This design comes from an exercise in tuning for small area on the open sky130 flow, not from production work. Function not checked in this run: the RTL went through the layout flow alone. Power figures rest on the tool's default switching activity, not on a simulated workload.

File: design/flow/constraint.sdc
create_clock -name core_clock -period 10.0 [get_ports {clk}]
set_input_delay 2.0000 -clock core_clock [delete_from_list [all_inputs] [get_ports {clk}]]
set_output_delay 2.0000 -clock core_clock [all_outputs]
set_load 0.01 [all_outputs]
File: design/flow/config.mk
export PLATFORM = sky130hd
export DESIGN_NAME = morbo_crom
export DESIGN_NICKNAME = morbo_crom
export VERILOG_FILES = /design/flow/design.v
export SDC_FILE = /design/flow/constraint.sdc
export NUM_CORES = 8
export LEC_CHECK = 0
export CAP_MARGIN = 20
export CELL_PAD_IN_SITES_DETAIL_PLACEMENT = 2
export CELL_PAD_IN_SITES_GLOBAL_PLACEMENT = 2
export CORE_MARGIN = 2
export CORE_UTILIZATION = 25
export PLACE_DENSITY = 0.6
export SLEW_MARGIN = 20
File: design/flow/design.v
module morbo_crom (
  input             clk,
  input             RST,             
  input      [31:0] CMD,
  input      [31:0] OPERAND,
  output reg [31:0] RESULT,
  input      [11:0] EXT_ADDR,        
  output     [31:0] EXT_DATA,
  output     [31:0] HDR_MIRROR,
  output     [31:0] BUSOPT_MIRROR,
  output            VALID_OUT
);
  localparam integer ROM_WORDS = 128;
  localparam integer AW        = 7;              
  localparam integer WPW       = 8;              
  localparam [23:0] VENDOR_ID         = 24'h123456;
  localparam [23:0] MODEL_ID          = 24'h654321;
  localparam [5:0]  INFO_KEY          = 6'h38;
  localparam [31:0] BUSOPT_CLEAR_MASK = 32'hD000_0000;
  localparam integer TEXT_LEN = 5;
  localparam [8*TEXT_LEN-1:0] TEXT = "HELLO";
  localparam integer T = (TEXT_LEN + 3) / 4;     
  localparam [23:0] INFO_OFS     = 4 + T;        
  localparam [15:0] TEXT_LEAF_N  = 2 + T;        
  localparam [WPW-1:0] BUILD_WP  = 16 + T;
  localparam [AW-1:0]  BUILD_SS  = 13 + T;
  localparam [7:0] E_ILLEGAL  = 8'h01;
  localparam [7:0] E_RESERVED = 8'h02;
  localparam [7:0] E_BADSEL   = 8'h03;
  localparam [7:0] E_NOSECT   = 8'h04;
  localparam [7:0] E_SECTOPEN = 8'h05;
  localparam [7:0] E_FULL     = 8'h06;
  localparam [7:0] E_RANGE    = 8'h07;
  localparam [7:0] E_LENGTH   = 8'h08;
  localparam [7:0] E_INPUT    = 8'h09;
  localparam [7:0] OP_NOP       = 8'h00;
  localparam [7:0] OP_CRC_CLR   = 8'h01;
  localparam [7:0] OP_CRC_WORD  = 8'h02;
  localparam [7:0] OP_CRC_READ  = 8'h03;
  localparam [7:0] OP_ROM_CLR   = 8'h10;
  localparam [7:0] OP_ROM_OPEN  = 8'h11;
  localparam [7:0] OP_ROM_PUT   = 8'h12;
  localparam [7:0] OP_ROM_CLOSE = 8'h13;
  localparam [7:0] OP_ROM_SEAL  = 8'h14;
  localparam [7:0] OP_ROM_READ  = 8'h15;
  localparam [7:0] OP_ROM_BUILD = 8'h16;
  localparam [7:0] OP_IN_WRITE  = 8'h20;
  localparam [7:0] OP_STAT_READ = 8'h30;
  function [15:0] crc_word;
    input [15:0] acc_in;
    input [31:0] w;
    integer i;
    reg [15:0] a;
    reg [3:0]  sum;
    begin
      a = acc_in;
      for (i = 7; i >= 0; i = i - 1) begin
        sum = a[15:12] ^ w[4*i +: 4];
        a   = {a[11:0], 4'b0000} ^ {sum, 12'b0} ^ {7'b0, sum, 5'b0} ^ {12'b0, sum};
      end
      crc_word = a;
    end
  endfunction
  function [7:0] text_byte;
    input integer m;
    begin
      if (m < TEXT_LEN) text_byte = TEXT[8*(TEXT_LEN-1-m) +: 8];
      else              text_byte = 8'h00;
    end
  endfunction
  function [31:0] text_word;
    input integer k;
    begin
      text_word = {text_byte(4*k), text_byte(4*k+1), text_byte(4*k+2), text_byte(4*k+3)};
    end
  endfunction
  reg [15:0]    acc;
  reg [15:0]    sacc;
  wire [32*ROM_WORDS-1:0] rom_flat;    
  reg [WPW-1:0] wp;
  reg [AW-1:0]  ss;
  reg           sopen;
  reg           skind;
  reg           valid;
  reg           align_warn;
  reg [7:0]     err;
  reg [31:0]    in_r [0:6];
  reg [6:0]     inset;
  wire [7:0]  opc = CMD[31:24];
  wire [7:0]  sel = CMD[23:16];
  wire [15:0] imm = CMD[15:0];
  reg known;
  always @* begin
    case (opc)
      OP_NOP, OP_CRC_CLR, OP_CRC_WORD, OP_CRC_READ,
      OP_ROM_CLR, OP_ROM_OPEN, OP_ROM_PUT, OP_ROM_CLOSE, OP_ROM_SEAL,
      OP_ROM_READ, OP_ROM_BUILD, OP_IN_WRITE, OP_STAT_READ: known = 1'b1;
      default:                                              known = 1'b0;
    endcase
  end
  wire          uses_sel = (opc == OP_ROM_OPEN) || (opc == OP_IN_WRITE) || (opc == OP_STAT_READ);
  wire [WPW-1:0] n_words = wp - {1'b0, ss} - 1'b1;    
  wire          rom_full = (wp == ROM_WORDS[WPW-1:0]);
  reg [7:0] fcode;
  always @* begin
    fcode = 8'h00;
    if (!known)                                   fcode = E_ILLEGAL;
    else if (!uses_sel && sel != 8'd0)            fcode = E_RESERVED;
    else if (opc != OP_ROM_READ && imm != 16'd0)  fcode = E_RESERVED;
    else if (opc == OP_ROM_OPEN  && sel > 8'd1)   fcode = E_BADSEL;
    else if (opc == OP_IN_WRITE  && sel > 8'd6)   fcode = E_BADSEL;
    else if (opc == OP_STAT_READ && sel > 8'd2)   fcode = E_BADSEL;
    else if (opc == OP_ROM_READ  && imm > ROM_WORDS[15:0] - 16'd1) fcode = E_RANGE;
    else begin
      case (opc)
        OP_ROM_OPEN:  if (sopen) fcode = E_SECTOPEN; else if (rom_full) fcode = E_FULL;
        OP_ROM_PUT:   if (!sopen) fcode = E_NOSECT;  else if (rom_full) fcode = E_FULL;
        OP_ROM_CLOSE: if (!sopen) fcode = E_NOSECT;
                      else if (!skind && n_words > 255) fcode = E_LENGTH;
        OP_ROM_SEAL:  if (sopen) fcode = E_SECTOPEN;
        OP_ROM_BUILD: if (inset != 7'h7f) fcode = E_INPUT;
        default:      ;
      endcase
    end
  end
  wire [31:0] busopt_san = in_r[1] & ~BUSOPT_CLEAR_MASK;
  wire [15:0] bib_crc = crc_word(crc_word(crc_word(crc_word(16'h0000,
                          in_r[0]), busopt_san), in_r[2]), in_r[3]);
  wire [31:0] ent_vendor = {2'd0, 6'h03, VENDOR_ID};
  wire [31:0] ent_model  = {2'd0, 6'h17, MODEL_ID};
  wire [31:0] ent_text   = {2'd2, 6'h01, 24'd2};
  wire [31:0] ent_info   = {2'd2, INFO_KEY, INFO_OFS};
  wire [15:0] dir_crc = crc_word(crc_word(crc_word(crc_word(16'h0000,
                          ent_vendor), ent_model), ent_text), ent_info);
  reg [15:0] text_crc;
  integer k;
  always @* begin
    text_crc = crc_word(crc_word(16'h0000, 32'h0), 32'h0);
    for (k = 0; k < T; k = k + 1)
      text_crc = crc_word(text_crc, text_word(k));
  end
  wire [15:0] info_crc = crc_word(crc_word(16'h0000, in_r[4]), in_r[5]);
  localparam integer IMG_WORDS = 16 + T;
  reg [31:0] img [0:IMG_WORDS-1];
  integer m;
  always @* begin
    img[0]  = {8'd4, 8'd4, bib_crc};
    img[1]  = in_r[0];
    img[2]  = busopt_san;
    img[3]  = in_r[2];
    img[4]  = in_r[3];
    img[5]  = {16'd4, dir_crc};
    img[6]  = ent_vendor;
    img[7]  = ent_model;
    img[8]  = ent_text;
    img[9]  = ent_info;
    img[10] = {TEXT_LEAF_N, text_crc};
    img[11] = 32'h0;
    img[12] = 32'h0;
    for (m = 0; m < T; m = m + 1)
      img[13+m] = text_word(m);
    img[13+T] = {16'd2, info_crc};
    img[14+T] = in_r[4];
    img[15+T] = in_r[5];
  end
  wire        exec      = !RST && fcode == 8'h00;
  wire        rom_clear = exec && opc == OP_ROM_CLR;
  wire        rom_build = exec && opc == OP_ROM_BUILD;
  wire        wr_at_wp  = exec && (opc == OP_ROM_OPEN || opc == OP_ROM_PUT);
  wire [31:0] wp_data   = (opc == OP_ROM_PUT) ? OPERAND : 32'h0;
  wire        wr_at_ss  = exec && opc == OP_ROM_CLOSE;
  wire [31:0] hdr_data  = skind ? {{(16-WPW){1'b0}}, n_words, sacc}
                                : {n_words[7:0], n_words[7:0], sacc};
  genvar g;
  generate
    for (g = 0; g < ROM_WORDS; g = g + 1) begin : g_word
      reg [31:0] q;
      always @(posedge clk) begin
        if (RST || rom_clear)
          q <= 32'h0;
        else if (rom_build)
          q <= (g < IMG_WORDS) ? img[g] : 32'h0;
        else if (wr_at_wp && wp[AW-1:0] == g)
          q <= wp_data;
        else if (wr_at_ss && ss == g)
          q <= hdr_data;
      end
      assign rom_flat[32*g +: 32] = q;
    end
  endgenerate
  wire [31:0] rd_cmd, rd_ext;
  morbo_rom_mux #(.AW(AW)) u_rd_cmd (.words(rom_flat), .idx(imm[AW-1:0]),       .q(rd_cmd));
  morbo_rom_mux #(.AW(AW)) u_rd_ext (.words(rom_flat), .idx(EXT_ADDR[AW+1:2]), .q(rd_ext));
  wire [31:0] status = {1'b0, inset, err, 1'b0, align_warn, valid, skind, sopen,
                        {(11-WPW){1'b0}}, wp};
  always @(posedge clk) begin
    if (RST) begin
      acc        <= 16'h0000;
      sacc       <= 16'h0000;
      wp         <= {WPW{1'b0}};
      ss         <= {AW{1'b0}};
      sopen      <= 1'b0;
      skind      <= 1'b0;
      valid      <= 1'b0;
      align_warn <= 1'b0;
      err        <= 8'h00;
      inset      <= 7'h00;
      RESULT     <= 32'h0;
    end else begin
      RESULT <= 32'h0;
      if (fcode != 8'h00) begin
        if (err == 8'h00)
          err <= fcode;
      end else begin
        case (opc)
          OP_CRC_CLR:  acc <= 16'h0000;
          OP_CRC_WORD: acc <= crc_word(acc, OPERAND);
          OP_CRC_READ: RESULT <= {16'h0000, acc};
          OP_ROM_CLR: begin
            wp         <= {WPW{1'b0}};
            ss         <= {AW{1'b0}};
            sopen      <= 1'b0;
            skind      <= 1'b0;
            sacc       <= 16'h0000;
            valid      <= 1'b0;
            align_warn <= 1'b0;
          end
          OP_ROM_OPEN: begin
            ss             <= wp[AW-1:0];
            wp             <= wp + 1'b1;
            sacc           <= 16'h0000;
            sopen          <= 1'b1;
            skind          <= sel[0];
            valid          <= 1'b0;
          end
          OP_ROM_PUT: begin
            wp              <= wp + 1'b1;
            sacc            <= crc_word(sacc, OPERAND);
          end
          OP_ROM_CLOSE: begin
            sopen <= 1'b0;
            skind <= 1'b0;
          end
          OP_ROM_SEAL: valid <= 1'b1;
          OP_ROM_READ: RESULT <= rd_cmd;
          OP_ROM_BUILD: begin
            wp         <= BUILD_WP;
            ss         <= BUILD_SS;
            sopen      <= 1'b0;
            skind      <= 1'b0;
            sacc       <= info_crc;
            valid      <= 1'b1;
            align_warn <= (in_r[6][9:0] != 10'd0);
          end
          OP_STAT_READ: begin
            case (sel[1:0])
              2'd0:    RESULT <= status;
              2'd1:    RESULT <= {{(32-AW){1'b0}}, ss};
              default: RESULT <= {16'h0000, sacc};
            endcase
          end
          default: ;    
        endcase
      end
      if (exec && opc == OP_IN_WRITE)
        inset[sel[2:0]] <= 1'b1;
    end
  end
  always @(posedge clk) begin
    if (exec && opc == OP_IN_WRITE)
      in_r[sel[2:0]] <= OPERAND;
  end
  assign EXT_DATA      = rd_ext;
  assign HDR_MIRROR    = rom_flat[31:0];
  assign BUSOPT_MIRROR = rom_flat[95:64];
  assign VALID_OUT     = valid;
endmodule
module morbo_rom_mux #(
  parameter integer AW = 7
) (
  input  [32*(1<<AW)-1:0] words,
  input  [AW-1:0]         idx,
  output [31:0]           q
);
  localparam integer N = 1 << AW;
  wire [32*(2*N-1)-1:0] node;
  genvar n;
  generate
    for (n = 0; n < 2*N-1; n = n + 1) begin : g_node
      if (n >= N-1) begin : g_leaf
        assign node[32*n +: 32] = words[32*(n-(N-1)) +: 32];
      end else begin : g_mux
        localparam integer DEPTH = $clog2(n+2) - 1;
        assign node[32*n +: 32] = idx[AW-1-DEPTH] ? node[32*(2*n+2) +: 32]
                                                  : node[32*(2*n+1) +: 32];
      end
    end
  endgenerate
  assign q = node[31:0];
endmodule
File: design/flow/run.sh
#!/bin/bash
# synth_recipe.tcl (not shown) runs the flow's synth.tcl, then flattens the netlist and writes it again
# the make line also repeats each setting of config.mk as NAME=value (left out here)
make -C /OpenROAD-flow-scripts/flow DESIGN_CONFIG=/design/flow/config.mk WORK_HOME=/design/flow/orfs CLKGATE_MAP_FILE= SYNTH_SCRIPT=/design/flow/synth_recipe.tcl finish
==> notes.md <==
Outcome - finished clean
Cell Area, Placed - 274000 um^2
FF-to-FF Start - in_r[0][31]
Internal power - 30.6 mW
Number of synthesized register bits - 4389
TritonCTS clock tree - done
Cts repair resizes - 0
H-tree Lvls - 6
Worst reg2reg path endpoint - g_word[0].q[7]
WHS - 0.465 ns
Final wirelength - 1710000 um
Placer congestion estimate - 0.963
Most frequent cells in the layout - dfxtp_1 (4174), nand2_1 (3539), a21oi_1 (3089), mux4_2 (2419), a22oi_1 (2218)
Crit. End Element - flip-flop
Cell accounting for the most synthesized area - dfxtp_1
Crit-path cells - clkdlybuf4s50_1 > inv_1 > ha_1 > nor2_1 > or3_1 > a21oi_1 > nand4bb_1 > or4_1 > nor2_2 > nand2_1 > nor2_1 > nand2_1 > nor2_4 > buf_12 > a22oi_1 > a21oi_1
PortBufs - 201
Comb pwr share - 0.074
Worst min-delay path startpoint - g_word[22].q[19]
Post-DP HPWL - 1140000 um
Number of global-route vias before repair - 255000
DRC errors left - 0
Area contributors post-synth - dfxtp_1 (33%), mux4_2 (21%), a22oi_1 (6.5%)
Post-synth EDFFs - 199
CP arrival - 9.98 ns
Die area - 1030000 um^2
Layout Cells excl Fill - 39500
Post-place setup slack - 0.578 ns
Finished Cell Area - 293000 um^2
Clock skew - 0.0676 ns
Post-CTS Hold Buffers - 0
WP data required - 11.08 ns
CP max-delay cell - nor2_4
Fin util - 0.289
Final number of max-transition violations - 0
Final Cycle Share - 0.890
Psw - 11.4 mW
Clock transition at path regs - 0.05 ns
Maximum clock path buffer count - 4
Synth Cell Area - 254000 um^2
Initial core utilization - 0.251
# clock sinks - 4389
Register-to-Register Path Depth - 15
Clk pwr share - 0.507
Seq pwr share - 0.419
Via count - 255000
Layout area overhead - 15.4%
Mapped Cells - 26700
Final nets - 25300
Finish-stage setup viols - 0
Pwr Density - 143 nW/um^2
CORE AREA - 1010000 um^2
Pin count of the biggest net entering global routing - 177
Final WS setup - 1.10 ns
Sequential area share after synthesis - 0.353
Seq. cell area - 89900 um^2
Hold endpoint - g_word[22].q[19]
Area of the multi-input gates - 155000 um^2
Synth unique cells - 67
Sw Share - 0.271
Crit Path Category - input pin to flip-flop
First-pass GRT wire length - 2290000 um
Startpoint class of the critical path - input pin
Synth Area per Inst - 9.51 um^2
Antenna violations before repair - 262
Async set-or-reset flop fraction in the synthesized netlist - 0
Tot Pwr - 42.0 mW
Synth warn - 2
Die Ht - 1010 um
GR Overflow Total - 0
CP peak stage delay - 1.07 ns
Main synth FF type - dfxtp_1
TritonCTS Buffers - 574
WL per Instance - 43.3 um
Root Buffer - clkbuf_16
FMAX - 112 MHz
Post-route ant nets - 0
Flop-to-flop setup slack - 2.44 ns
Pre-Repair DR Iteration Count - 8
Setup tns final - 0 ns
Crit Path Max Fanout - 17
Most common cell after layout, fill and taps aside - dfxtp_1
1st-iter DRT viols - 36000
Via density - 6.45
Layout cells sized above 1 - 0.200
Final hold vios - 0
Die Wd - 1010 um
Slew margin rel. - 0.119
RSZ-0062 raised after global routing - false
Fill cells - 111000
Worst-margin pin slew - 1.28 ns
I/O pins - 207
Cell Rows - 370
Leakage - 89.6 nW
Share of the synthesized area in the top cell type - 0.330
Tmin final - 8.90 ns
Maximum VDD drop - 216 uV
Net count after synthesis - 26800
Inst Count DP - 38200
Postcts setup bufs - 0
Worst-Skew Late Latency - 1.20 ns
Worst Hold Class - flip-flop to flip-flop
Max Cap Viol - 0
GRT Total Usage - 0.321
Hold path cells - 2
## sequential cells by signal, indices dropped and copies added, names as in the netlist, 4 cells and up
name / count
inset: 7
sacc: 16
RESULT: 32
err: 4
in_r: 199
wp: 8
g_word.q: 4096
acc: 16
ss: 7
## Yosys cell counts (13+ instances only)
library cell	count
a211oi_1	1837
a21oi_1	3163
a221oi_1	30
a22oi_1	2219
and2_0	18
and2_1	543
and3_1	41
buf_1	244
clkbuf_1	3147
dfxtp_1	4190
edfxtp_1	199
ha_1	15
inv_1	23
mux2_2	149
mux2i_1	311
mux4_2	2419
nand2_1	3642
nand2b_1	13
nand3_1	111
nor2_1	1764
nor3_1	152
nor4_1	13
o211ai_1	369
o21ai_0	719
o221ai_1	154
o22ai_1	375
xnor2_1	452
xnor2_2	14
xnor3_1	99
xnor3_2	32
xor2_1	151
xor3_1	19
## how the worst max path moves through the flow
stage                           start               end  slack (ns)  depth (start not counted)
after detailed placement      CMD[17]  g_word[86].q[21]        0.58                         16
after floorplan               CMD[28]        in_r[0][0]        2.24                         13
after global routing          CMD[17]  g_word[86].q[15]        1.19                         16
after global placement        CMD[17]  g_word[86].q[25]        0.64                         16
after CTS                 EXT_ADDR[2]      EXT_DATA[21]        1.48                          8
final                         CMD[17]  g_word[86].q[15]        1.10                         16
## routing by layer
| metal | vias up | wire [um] | GRT usage |
|---|---|---|---|
| met5 | - | 1080 | 0.00124 |
| met4 | 102 | 171000 | 0.270 |
| met3 | 4680 | 189000 | 0.0991 |
| met2 | 16500 | 710000 | 0.460 |
| met1 | 136000 | 641000 | 0.392 |
| li1 | 97900 | - | - |
## area by class of cell
type	instances	area share
inverter	26	0.000392
antenna	295	0.00252
multi-input combinational	18900	0.529
tap	13600	0.0579
timing repair buffer	1283	0.0410
sequential	4389	0.306
clock inverter	118	0.00404
clock buffer	896	0.0588
## worst max-delay path, delay by kind of cell
kind	cells	cell delay, ns
AND/OR/NAND/NOR	9	5.44
AO/OA/AOI/OAI	3	0.64
adder cells (fa/ha/maj)	1	0.79
buffers and inverters	3	1.08
## kinds of logic after synthesis
family	Yosys count	synth area share
AO/OA/AOI/OAI	8910	0.224
XOR/XNOR	786	0.0370
buffers and inverters	3424	0.0507
AND/OR/NAND/NOR	6332	0.101
multiplexers	2879	0.233
flip-flops	4389	0.353
adder cells (fa/ha/maj)	16	0.000816
## power groups by stage
stage          Clock, mW  Combinational, mW  Sequential (mW)
5_1_grt             22.1               3.17             17.6
2_1_floorplan          0               1.86             18.0
3_5_place_dp           0               3.03             18.0
3_3_place_gp           0               3.02             18.0
6_report            21.3               3.11             17.6
4_1_cts             21.4               3.04             17.6

[what the ideal ports hide]
No port has a modelled driver above. Below, the same layout with a new extraction and two added sets of constraints.
Step 1: set_driving_cell puts a clkbuf_16 on clk and a buf_2 on each other input, an assumption about the parent block.
Step 2, shift: input delay + t, output delay - t, t = (earliest + latest rising clock arrival at the registers) / 2. This alone moves slack from input paths to output paths.
Slacks: ideal ports / drivers / drivers and shift; pairs: ideal ports / drivers.
shift t [ns]: 1.333
setup slack, ns: 1.101 / 1.219 / -0.094
worst hold slack (ns): 0.465 / 0.465 / 0.465
cell pins on the clock port's net: 1
Met with ideal ports but missed after step 2: setup timing in this run. The setup slack of this run moves by +0.118 ns with the drivers and by -1.195 ns with both steps.
